Source: an optimization exercise on an open RTL-to-GDS flow (aim: small area). Production flows keep margins and buffers that such runs may drop. Where RTL was checked, it was by simulation tests only, not by an equivalence proof against the original. Power and IR drop assume default switching activity.

==> xenon: inputs <==
Design qseq, start of the top module:
module qseq (
    input  wire        clk,
    input  wire        rst,
    input  wire        cmd_valid,
    input  wire [7:0]  cmd_op,
    input  wire [31:0] cmd_addr,
    input  wire [31:0] cmd_len,
    input  wire [31:0] cmd_arg,
    output wire        rdy,
    output wire        done,
    output reg  [7:0]  res_code,
    output wire [2:0]  res_cause,
    output reg  [63:0] res_value,
    output reg  [3:0]  bri_op,
    output wire        bri_clear_all,
    output reg  [7:0]  txn_opcode,
    output wire [23:0] txn_addr,
    output wire [2:0]  txn_addr_lines,
    output wire [5:0]  txn_addr_bits,
    output wire [2:0]  txn_data_lines,
    output wire [4:0]  txn_dummy,
    output wire [1:0]  txn_dir,
    output wire [31:0] txn_len,
    output wire [7:0]  bri_wdata,
    input  wire [2:0]  bri_flags,
    input  wire [7:0]  bri_rdata,
    output wire        hbuf_we,
    output wire        hbuf_re,
    output wire [31:0] hbuf_addr,
    output wire [7:0]  hbuf_wdata,
    input  wire [7:0]  hbuf_rdata
);
Settings: LEC_CHECK=0, CAP_MARGIN=20, CORE_MARGIN=2, CORE_UTILIZATION=40, PLACE_DENSITY=0.6, SLEW_MARGIN=20; clock period 10.0 ns.
standard.sh (not shown) runs the stock make flow with config.mk's settings and CLKGATE_MAP_FILE= SYNTH_SCRIPT=/design/flow/synth_recipe.tcl, a recipe that flattens the netlist after the stock synthesis.
==> flow/flow/run.sh <==
#!/bin/bash
# The standard layout (standard.sh), with two changes:
# - synthesis maps the logic with ABC's default script (flow/abc.script) and
#   leaves adders to ABC instead of extracting half/full-adder cells; the
#   registers are those of the standard synthesis;
# - each port is buffered by the smallest plain buffer (buf_1).
set -euo pipefail
here=$(pwd)
export BUFFER_PORTS_ARGS="-buffer_cell sky130_fd_sc_hd__buf_1"
export MY_ABC_SCRIPT="$here/flow/abc.script"
{
  cat <<'TCL'
# ABC with this flow's script in place of the one the platform picks
proc abc {args} {
  set out {}
  set skip 0
  foreach a $args {
    if {$skip} { set skip 0; lappend out $::env(MY_ABC_SCRIPT); continue }
    if {$a eq "-script"} { set skip 1 }
    lappend out $a
  }
  yosys abc {*}$out
}
# no half/full-adder extraction: ABC maps the adders
proc extract_fa {args} { }
TCL
  cat synth_recipe.tcl
} > my_synth.tcl
sed "s|SYNTH_SCRIPT=[^ ]*|SYNTH_SCRIPT=$here/my_synth.tcl|" standard.sh > my_standard.sh
grep -q "SYNTH_SCRIPT=$here/my_synth.tcl" my_standard.sh
bash my_standard.sh > standard.log 2>&1
==> flow/flow/abc.script <==
strash
&get -n
&fraig -x
&put
scorr
dc2
dretime
strash
&get -n
&dch -f
&nf
&put
==> inputs of garnet, as changes to xenon <==
--- a/flow/design.v
+++ b/flow/design.v
@@ -74,61 +74,61 @@
     localparam [4:0] S_C       = 5'b10110;    
     localparam [4:0] S_NEXT    = 5'b10111;    
     localparam [4:0] S_ER_D    = 5'b11001;
     localparam [4:0] S_FAIL    = 5'b11100;
     localparam [4:0] S_ER_E    = 5'b11101;
     localparam [4:0] S_INIT_I  = 5'b11111;
     localparam [4:0] S_INIT_E  = 5'b11010;
     localparam [4:0] S_DEINIT  = 5'b11011;
-    localparam [9:0]  TB_1000   = 10'h3f7;
+    localparam [10:0] TB_1000   = 11'h7f6;
     localparam [16:0] TD_100000 = 17'h1f15b;
     localparam [16:0] TD_1000   = 17'h15089;
     localparam [16:0] TD_80000  = 17'h0df90;
     reg [4:0]  st, st_n;
     reg [1:0]  ph, ph_n;
     reg        inited, inited_n;
     reg [3:0]  k, k_n;
     reg        abi, abi_n;
     reg [2:0]  stage, stage_n;
     reg [2:0]  cause, cause_n;
     reg        chk, chk_n;
-    reg [9:0]  tb, tb_n;
+    reg [10:0] tb, tb_n;
     reg [16:0] td, td_n;
-    reg [23:0] a, a_n;
-    reg [31:0] r, r_n;
-    reg [31:0] p, p_n;
-    reg        stop, stop_n;
-    function [31:0] inc32(input [31:0] x);
+    reg [23:0] a, a_n;        
+    reg [31:0] r, r_n;        
+    reg [31:0] p, p_n;        
+    reg        stop, stop_n;  
+    function [31:0] inc32(input [31:0] x, input ci);
         integer i;
         reg c;
         begin
-            c = 1'b1;
+            c = ci;
             for (i = 0; i < 32; i = i + 1) begin
                 inc32[i] = x[i] ^ c;
                 c = c & x[i];
             end
         end
     endfunction
-    function [31:0] dec32(input [31:0] x);
+    function [31:0] dec32(input [31:0] x, input bi);
         integer i;
         reg b;
         begin
-            b = 1'b1;
+            b = bi;
             for (i = 0; i < 32; i = i + 1) begin
                 dec32[i] = x[i] ^ b;
                 b = b & !x[i];
             end
         end
     endfunction
-    function [23:0] inc24(input [23:0] x);
+    function [23:0] inc24(input [23:0] x, input ci);
         integer i;
         reg c;
         begin
-            c = 1'b1;
+            c = ci;
             for (i = 0; i < 24; i = i + 1) begin
                 inc24[i] = x[i] ^ c;
                 c = c & x[i];
             end
         end
     endfunction
     function cout32(input [31:0] x, input [31:0] y);
         integer i;
@@ -167,26 +167,31 @@
             z = 1'b1;
             for (i = 0; i < 8; i = i + 1) begin
                 pgrem[i] = x[i] ^ !z;
                 z = z & !x[i];
             end
             pgrem[8] = z;
         end
     endfunction
-    wire [31:0] p_inc = inc32(p);
-    wire [31:0] r_dec = dec32(r);
-    wire [23:0] a_inc = inc24(a);
     wire        r_is0 = (r == 32'd0);
     wire        r_is1 = (r == 32'd1);
     wire k_er   = k[3] && k[2];
     wire k_rmi  = k[3:1] == 3'b100;
     wire k_rsw  = k[3:1] == 3'b000;    
     wire we_ctx = (k == K_WE) || (stage == 3'd1 && k != K_WNB);
-    wire use_r  = !we_ctx && !abi && !(k == K_WR || k_rmi);
+    wire use_p  = !we_ctx && !abi && !(k == K_WR || k_rmi);    
+    wire p_hi1  = &p[31:1];
+    wire        in_x  = (ph == P_X);
+    wire        p_en  = in_x && (st == S_RD_BYTE || st == S_WR_BYTE || (st == S_CHK && !chk && use_p));
+    wire        r_en  = in_x && (st == S_RD_BYTE || st == S_WR_BYTE);
+    wire        a_en  = in_x && (st == S_WR_BYTE || (st == S_NEXT && k != K_WR));
+    wire [31:0] p_cnt = inc32(p, p_en);
+    wire [31:0] r_cnt = dec32(r, r_en);
+    wire [23:0] a_cnt = inc24(a, a_en);
     wire [1:0] g = st[3:2];
     wire [1:0] s = st[1:0];
     wire       xact = !st[4] && ph == P_X;
     assign rdy           = st[4] && (st[2:0] == 3'd0);
     assign done          = rdy && st[3];
     assign res_cause     = cause;
     assign bri_wdata     = hbuf_rdata;
     assign hbuf_wdata    = bri_rdata;
@@ -212,29 +217,29 @@
                     S_INIT_I:       bri_op = 4'd7;
                     S_INIT_E:       bri_op = 4'd8;
                     S_DEINIT:       bri_op = 4'd9;
                     default:        bri_op = 4'd0;
                 endcase
             end
         end
     end
-    wire       sc_addr  = (k == K_SC) ? r[8] : (stage == 3'd2 && k_er);
+    wire       sc_addr  = (k == K_SC) ? !p[8] : (stage == 3'd2 && k_er);
     wire       addr_en  = g[1] || (g == G_SC && sc_addr);
     wire       blk      = abi && !g[1];
     wire [8:0] pg_rem   = pgrem(a[7:0]);
     wire       r_small  = (r[31:8] == 24'd0) && !cout8(r[7:0], a[7:0]);    
     wire [8:0] wr_size  = r_small ? {1'b0, r[7:0]} : pg_rem;
     always @* begin
         case (g)
             G_RS: txn_opcode = 8'h05;
             G_RD: txn_opcode = 8'hEB;
             G_WR: txn_opcode = 8'h32;
             default: begin
-                if (k == K_SC)          txn_opcode = r[7:0];
+                if (k == K_SC)          txn_opcode = ~p[7:0];
                 else if (k_rmi)         txn_opcode = (stage == 3'd1) ? 8'h66 : 8'h99;
                 else if (stage == 3'd1) txn_opcode = 8'h06;
                 else if (k == K_CE)     txn_opcode = 8'hC7;
                 else if (k == K_ER4)    txn_opcode = 8'h20;
                 else if (k == K_ER32)   txn_opcode = 8'h52;
                 else                    txn_opcode = 8'hD8;
             end
         endcase
@@ -244,17 +249,17 @@
     assign txn_addr_lines   = (g == G_RD) ? 3'd4 : addr_en ? 3'd1 : 3'd0;
     assign txn_addr_bits    = addr_en ? 6'd24 : 6'd0;
     assign txn_data_lines   = (g == G_RS) ? 3'd1 : g[1] ? 3'd4 : 3'd0;
     assign txn_dummy        = (g == G_RD) ? 5'd6 : 5'd0;
     assign txn_dir          = (g == G_RS || g == G_RD) ? 2'd1 : (g == G_WR) ? 2'd2 : 2'd0;
     assign txn_len[31:9]    = (g == G_RD) ? r[31:9] : 23'd0;
     assign txn_len[8:0]     = (g == G_RS) ? 9'd1 : (g == G_RD) ? r[8:0] : (g == G_WR) ? wr_size : 9'd0;
     always @* begin
-        res_value = {56'd0, p[7:0]};
+        res_value = {56'd0, a[7:0]};
         case (cause)
             3'd0: res_code = 8'd0;
             3'd4: res_code = 8'hFE;
             3'd5: res_code = 8'hFF;
             default: begin
                 if (abi)                              res_code = 8'd1;
                 else if (k == K_WNB && cause == 3'd2) res_code = 8'd2;
                 else if (k == K_WE  && cause == 3'd3) res_code = 8'd3;
@@ -286,113 +291,112 @@
             8'h0B: begin in_k = K_DEIN; in_ninit = 1'b0; end
             8'h10: begin in_k = K_INIT; in_ninit = 1'b0; end
             8'h11: in_k = K_WR;
             8'h12: in_k = K_ER4;
             8'h13: begin in_k = K_VER; in_ninit = 1'b0; end
             default: begin in_k = K_VER; in_legal = 1'b0; end
         endcase
     end
+    wire [31:0] in_wa = (cmd_op == 8'h11) ? {4'd0, cmd_addr[27:0]} : cmd_addr;
     wire in_abi = (cmd_op == 8'h10) || (cmd_op == 8'h11) || (cmd_op == 8'h12);
     wire wf_ok = (st[4] || s == T_CFG) ? !bri_flags[0] :
                  (s == T_CLR)          ? bri_flags[1] :
                  g[0]                  ? bri_flags[2] : (bri_flags[1] | bri_flags[2]);
     always @* begin
         st_n     = st;
         ph_n     = P_X;
         inited_n = inited;
         k_n      = k;
         abi_n    = abi;
         stage_n  = stage;
         cause_n  = cause;
-        chk_n    = chk;
-        tb_n     = tb;
+        chk_n    = we_ctx ? bri_rdata[1] : !bri_rdata[0];
         td_n     = td;
-        a_n      = a;
-        r_n      = r;
-        p_n      = p;
+        a_n      = a_cnt;
+        r_n      = r_cnt;
+        p_n      = p_cnt;
         stop_n   = stop;
         if (ph == P_S) begin
             ph_n = wf_ok ? P_X : P_T;
         end else if (ph == P_T) begin
-            tb_n = {tb[8:0], tb[9] ^ tb[6]};
             if (&tb) begin
                 cause_n = 3'd1;
                 st_n    = S_FAIL;
             end else begin
                 ph_n = P_S;
             end
         end else begin
             case (st)
                 S_IDLE, S_IDLED: begin
                     if (cmd_valid) begin
                         k_n     = in_k;
                         abi_n   = in_abi;
                         st_n    = S_DISP;
                         cause_n = !in_legal ? 3'd5 : (in_ninit && !inited) ? 3'd4 : 3'd0;
                         if (in_k == K_INIT || in_k == K_DEIN) inited_n = 1'b0;
                         a_n     = (cmd_op == 8'h12) ? {8'd0, cmd_addr[27:12]} : cmd_addr[23:0];
-                        r_n     = (cmd_op == 8'h02 || cmd_op == 8'h03 || cmd_op == 8'h12) ? cmd_arg : cmd_len;
-                        p_n[31:24] = (cmd_op == 8'h11) ? {4'd0, cmd_addr[27:24]} : cmd_addr[31:24];
+                        r_n     = cmd_len;
+                        p_n     = ~cmd_arg;
+                        stop_n  = cout32(in_wa, cmd_len) && !(&in_wa[31:8]);
                     end
                 end
                 S_DISP: begin
                     stage_n = 3'd1;
-                    p_n     = 32'd0;
-                    stop_n  = cout32({p[31:24], a}, r) && !(&{p[31:24], a[23:8]});
+                    if (k == K_RD || k == K_WR) p_n = 32'd0;
                     if (cause != 3'd0) begin
+                        a_n[7:0] = 8'd0;
                         st_n   = S_IDLED;
                     end else begin
                         ph_n = P_S;
                         case (k)
                             K_RS:  st_n = S_RS_CFG;
                             K_WNB: begin
-                                if (r_is0) begin
+                                if (p_hi1 && p[0]) begin
                                     ph_n    = P_X;
                                     cause_n = 3'd2;
                                     st_n    = S_FAIL;
                                 end else st_n = S_RS_CFG;
                             end
                             K_RD: begin
                                 if (r_is0) begin ph_n = P_X; st_n = S_DONE; end
                                 else st_n = S_RD_CFG;
                             end
                             K_WR: begin
                                 if (r_is0) begin ph_n = P_X; st_n = S_DONE; end
                                 else st_n = S_SC_CFG;
                             end
                             K_ER4: begin
-                                if (abi && gt16(a[15:0], r[27:12])) begin ph_n = P_X; st_n = S_DONE; end
+                                if (abi && gt16(a[15:0], ~p[27:12])) begin ph_n = P_X; st_n = S_DONE; end
                                 else st_n = S_SC_CFG;
                             end
                             K_INIT: begin ph_n = P_X; st_n = S_INIT_I; end
                             K_DEIN: begin ph_n = P_X; st_n = S_DEINIT; end
                             K_VER:  begin ph_n = P_X; st_n = S_DONE; end
                             default: st_n = S_SC_CFG;    
                         endcase
                     end
                 end
                 S_DONE: begin
                     if (k == K_INIT) inited_n = 1'b1;
-                    if (!k_rsw) p_n = {31'd0, abi};
+                    if (!k_rsw) a_n[7:0] = {7'd0, abi};
                     st_n = S_IDLED;
                 end
                 S_FAIL: begin
-                    p_n  = 32'd0;
+                    a_n[7:0] = 8'd0;
                     st_n = S_IDLED;
                 end
                 S_RS_CFG:  st_n = S_RS_TRIG;
                 S_RS_TRIG: begin
                     ph_n = P_S;
                     st_n = S_RS_CLR;
                 end
                 S_RS_CLR:  st_n = S_RS_RD;
                 S_RS_RD: begin
-                    chk_n = we_ctx ? bri_rdata[1] : !bri_rdata[0];
-                    if (k_rsw) p_n[7:0] = bri_rdata;
+                    if (k_rsw) a_n[7:0] = bri_rdata;
                     st_n  = (k == K_RS) ? S_DONE : S_CHK;
                 end
                 S_SC_CFG:  st_n = S_SC_TRIG;
                 S_SC_TRIG: begin
                     ph_n = P_S;
                     st_n = S_SC_CLR;
                 end
                 S_SC_CLR: begin
@@ -408,50 +412,48 @@
                 end
                 S_CHK: begin
                     if (chk) begin
                         if (we_ctx)          st_n = (k == K_WE) ? S_DONE : S_B;
                         else if (k == K_WR)  st_n = S_NEXT;
                         else if (k_er)       st_n = S_ER_D;
                         else                 st_n = S_DONE;
                     end else begin
-                        if (use_r) r_n  = r_dec;
-                        else       td_n = {td[15:0], td[16] ^ td[13]};
-                        if (use_r ? r_is1 : (&td)) begin
+                        if (!use_p) td_n = {td[15:0], td[16] ^ td[13]};
+                        if (use_p ? (p_hi1 && !p[0]) : (&td)) begin
                             cause_n = we_ctx ? 3'd3 : 3'd2;
                             st_n    = S_FAIL;
                         end else begin
                             ph_n = P_S;
                             st_n = S_RS_CFG;
                         end
                     end
                 end
                 S_B: begin
                     stage_n = 3'd2;
                     ph_n    = P_S;
                     st_n    = (k == K_WR) ? S_WR_CFG : S_SC_CFG;
                 end
                 S_C: begin
                     stage_n = 3'd3;
                     if (k_rmi)       td_n = TD_1000;
-                    else if (k == K_CE) r_n = 32'd25000000;
+                    else if (k == K_CE) p_n = ~32'd25000000;
                     else if (abi)    td_n = TD_80000;
-                    else             r_n  = (k == K_ER4) ? 32'd80000 : 32'd300000;
+                    else             p_n  = (k == K_ER4) ? ~32'd80000 : ~32'd300000;
                     ph_n    = P_S;
                     st_n    = S_RS_CFG;
                 end
                 S_NEXT: begin
-                    if (k == K_WR ? (!r_is0 && !stop) : (a[15:0] != r[27:12])) begin
+                    if (k == K_WR ? (!r_is0 && !stop) : (a[15:0] != ~p[27:12])) begin
                         stage_n = 3'd1;
                         ph_n    = P_S;
                         st_n    = S_SC_CFG;
                     end else begin
                         st_n = S_DONE;
                     end
-                    if (k != K_WR) a_n = a_inc;
                 end
                 S_ER_D: begin
                     stage_n = 3'd4;
                     ph_n    = P_S;
                     st_n    = S_ER_E;
                 end
                 S_ER_E: st_n = abi ? S_NEXT : S_DONE;
                 S_INIT_I: st_n = S_INIT_E;
@@ -466,51 +468,46 @@
                 end
                 S_RD_CFG:  st_n = S_RD_TRIG;
                 S_RD_TRIG: begin
                     stage_n = 3'd2;
                     ph_n    = P_S;
                     st_n    = S_RD_BYTE;
                 end
                 S_RD_BYTE: begin
-                    p_n  = p_inc;
-                    r_n  = r_dec;
                     ph_n = P_S;
                     if (r_is1) begin
                         stage_n = 3'd3;
                         st_n    = S_RD_CLR;
                     end
                 end
                 S_RD_CLR: st_n = S_DONE;
                 S_WR_CFG:  st_n = S_WR_TRIG;
                 S_WR_TRIG: begin
                     stage_n = 3'd3;
                     ph_n    = P_S;
                     st_n    = S_WR_BYTE;
                 end
                 S_WR_BYTE: begin
-                    p_n  = p_inc;
-                    r_n  = r_dec;
-                    a_n  = a_inc;
                     ph_n = P_S;
                     if (r_is1 || a[7:0] == 8'hFF) begin
                         stage_n = 3'd4;
                         st_n    = S_WR_CLR;
                     end
                 end
                 S_WR_CLR: begin
                     stage_n = 3'd5;
                     td_n    = TD_1000;
                     ph_n    = P_S;
                     st_n    = S_RS_CFG;
                 end
                 default: st_n = S_IDLE;
             endcase
         end
-        if (ph == P_X) tb_n = TB_1000;
+        tb_n = (ph == P_X) ? TB_1000 : {tb[9:0], tb[10] ^ tb[8]};
     end
     always @(posedge clk) begin
         if (rst) begin
             st     <= S_IDLE;
             ph     <= P_X;
             inited <= 1'b0;
         end else begin
             st     <= st_n;
--- a/flow/flow/run.sh
+++ b/flow/flow/run.sh
@@ -1,17 +1,19 @@
 #!/bin/bash
-# The standard layout (standard.sh), with two changes:
+# The standard layout (standard.sh), with these changes:
 # - synthesis maps the logic with ABC's default script (flow/abc.script) and
 #   leaves adders to ABC instead of extracting half/full-adder cells; the
 #   registers are those of the standard synthesis;
-# - each port is buffered by the smallest plain buffer (buf_1).
+# - each port is buffered by the smallest plain buffer (buf_1);
+# - clock tree synthesis uses clkbuf_8 and adds no dummy loads.
 set -euo pipefail
 here=$(pwd)
 export BUFFER_PORTS_ARGS="-buffer_cell sky130_fd_sc_hd__buf_1"
+export CTS_ARGS="-sink_clustering_enable -repair_clock_nets -buf_list sky130_fd_sc_hd__clkbuf_8 -dont_use_dummy_load"
 export MY_ABC_SCRIPT="$here/flow/abc.script"
 {
   cat <<'TCL'
 # ABC with this flow's script in place of the one the platform picks
 proc abc {args} {
   set out {}
   set skip 0
   foreach a $args {
- CORE_UTILIZATION: 40 -> 50
- CTS_BUF_LIST: default -> sky130_fd_sc_hd__clkbuf_8
- PLACE_DENSITY: 0.6 -> 0.7
==> key figures <==
Layout
  – Final Cell Area: 0.0106 mm²
  – Util after Layout: 0.568
  – Layout fillers: 1,913

Synth
  – Avg Inst Size Synth: 7.52 µm²
  – Simple-Gate Fraction of Synth Area: 0.309
  – Synth Area in Compound Gates: 0.257

Setup path
  – CP max-delay cell: and2_0
  – Reg-to-reg endpoint: a[23]

Run status
  – Outcome: complete, no violations

Clock network
  – Clk sinks: 137

Pwr
  – Total power: 3020 µW
That was garnet.
==> key figures <==
Layout
  – Layout fillers: 2,580
  – Top Registers: p (32), r (32), a (24)
  – Biggest Area Class: multi-input gates
  – Util after Layout: 0.476

Synth
  – Synthesis-stage register bit count: 136
  – Avg Inst Size Synth: 7.97 µm²
  – Simple-Gate Fraction of Synth Area: 0.280
  – Synth Area in Compound Gates: 0.227

Run status
  – Outcome: complete, no violations

Pwr
  – Total power: 3390 µW

Clock network
  – Clk sinks: 136

Setup path
  – CP Depth: 5
  – CP max-delay cell: nand2_1
That was xenon.
For xenon, only the layout was checked, not whether the RTL still works.

[re-timing with driven ports]
The results above use ideal ports. As a check the final layouts listed here were re-extracted and re-timed, cells and wires unchanged.
Step 1: set_driving_cell puts a clkbuf_16 on clk and a buf_2 on each other input, an assumption about the parent block.
Step 2 adds t to the input delays and takes it off the output delays; t is the mean of the earliest and latest rising clock arrival at the registers after step 1. Input paths then give back, and output paths get back, about the clock's delay inside the block.
Slacks: no drivers / after step 1 / after step 2; pairs: no drivers / after step 1.
run	shift t [ns]	setup slack, ns	hold WS [ns]	worst setup path at the end	clock arrival spread, ns
xenon	0.479	4.504 / 4.456 / 4.936	0.449 / 0.449 / 0.449	register to output	0.015 / 0.015
garnet	0.505	4.261 / 4.218 / 4.723	0.435 / 0.435 / 0.435	register to output	0.042 / 0.042
After both steps setup and hold are still met in every run listed.
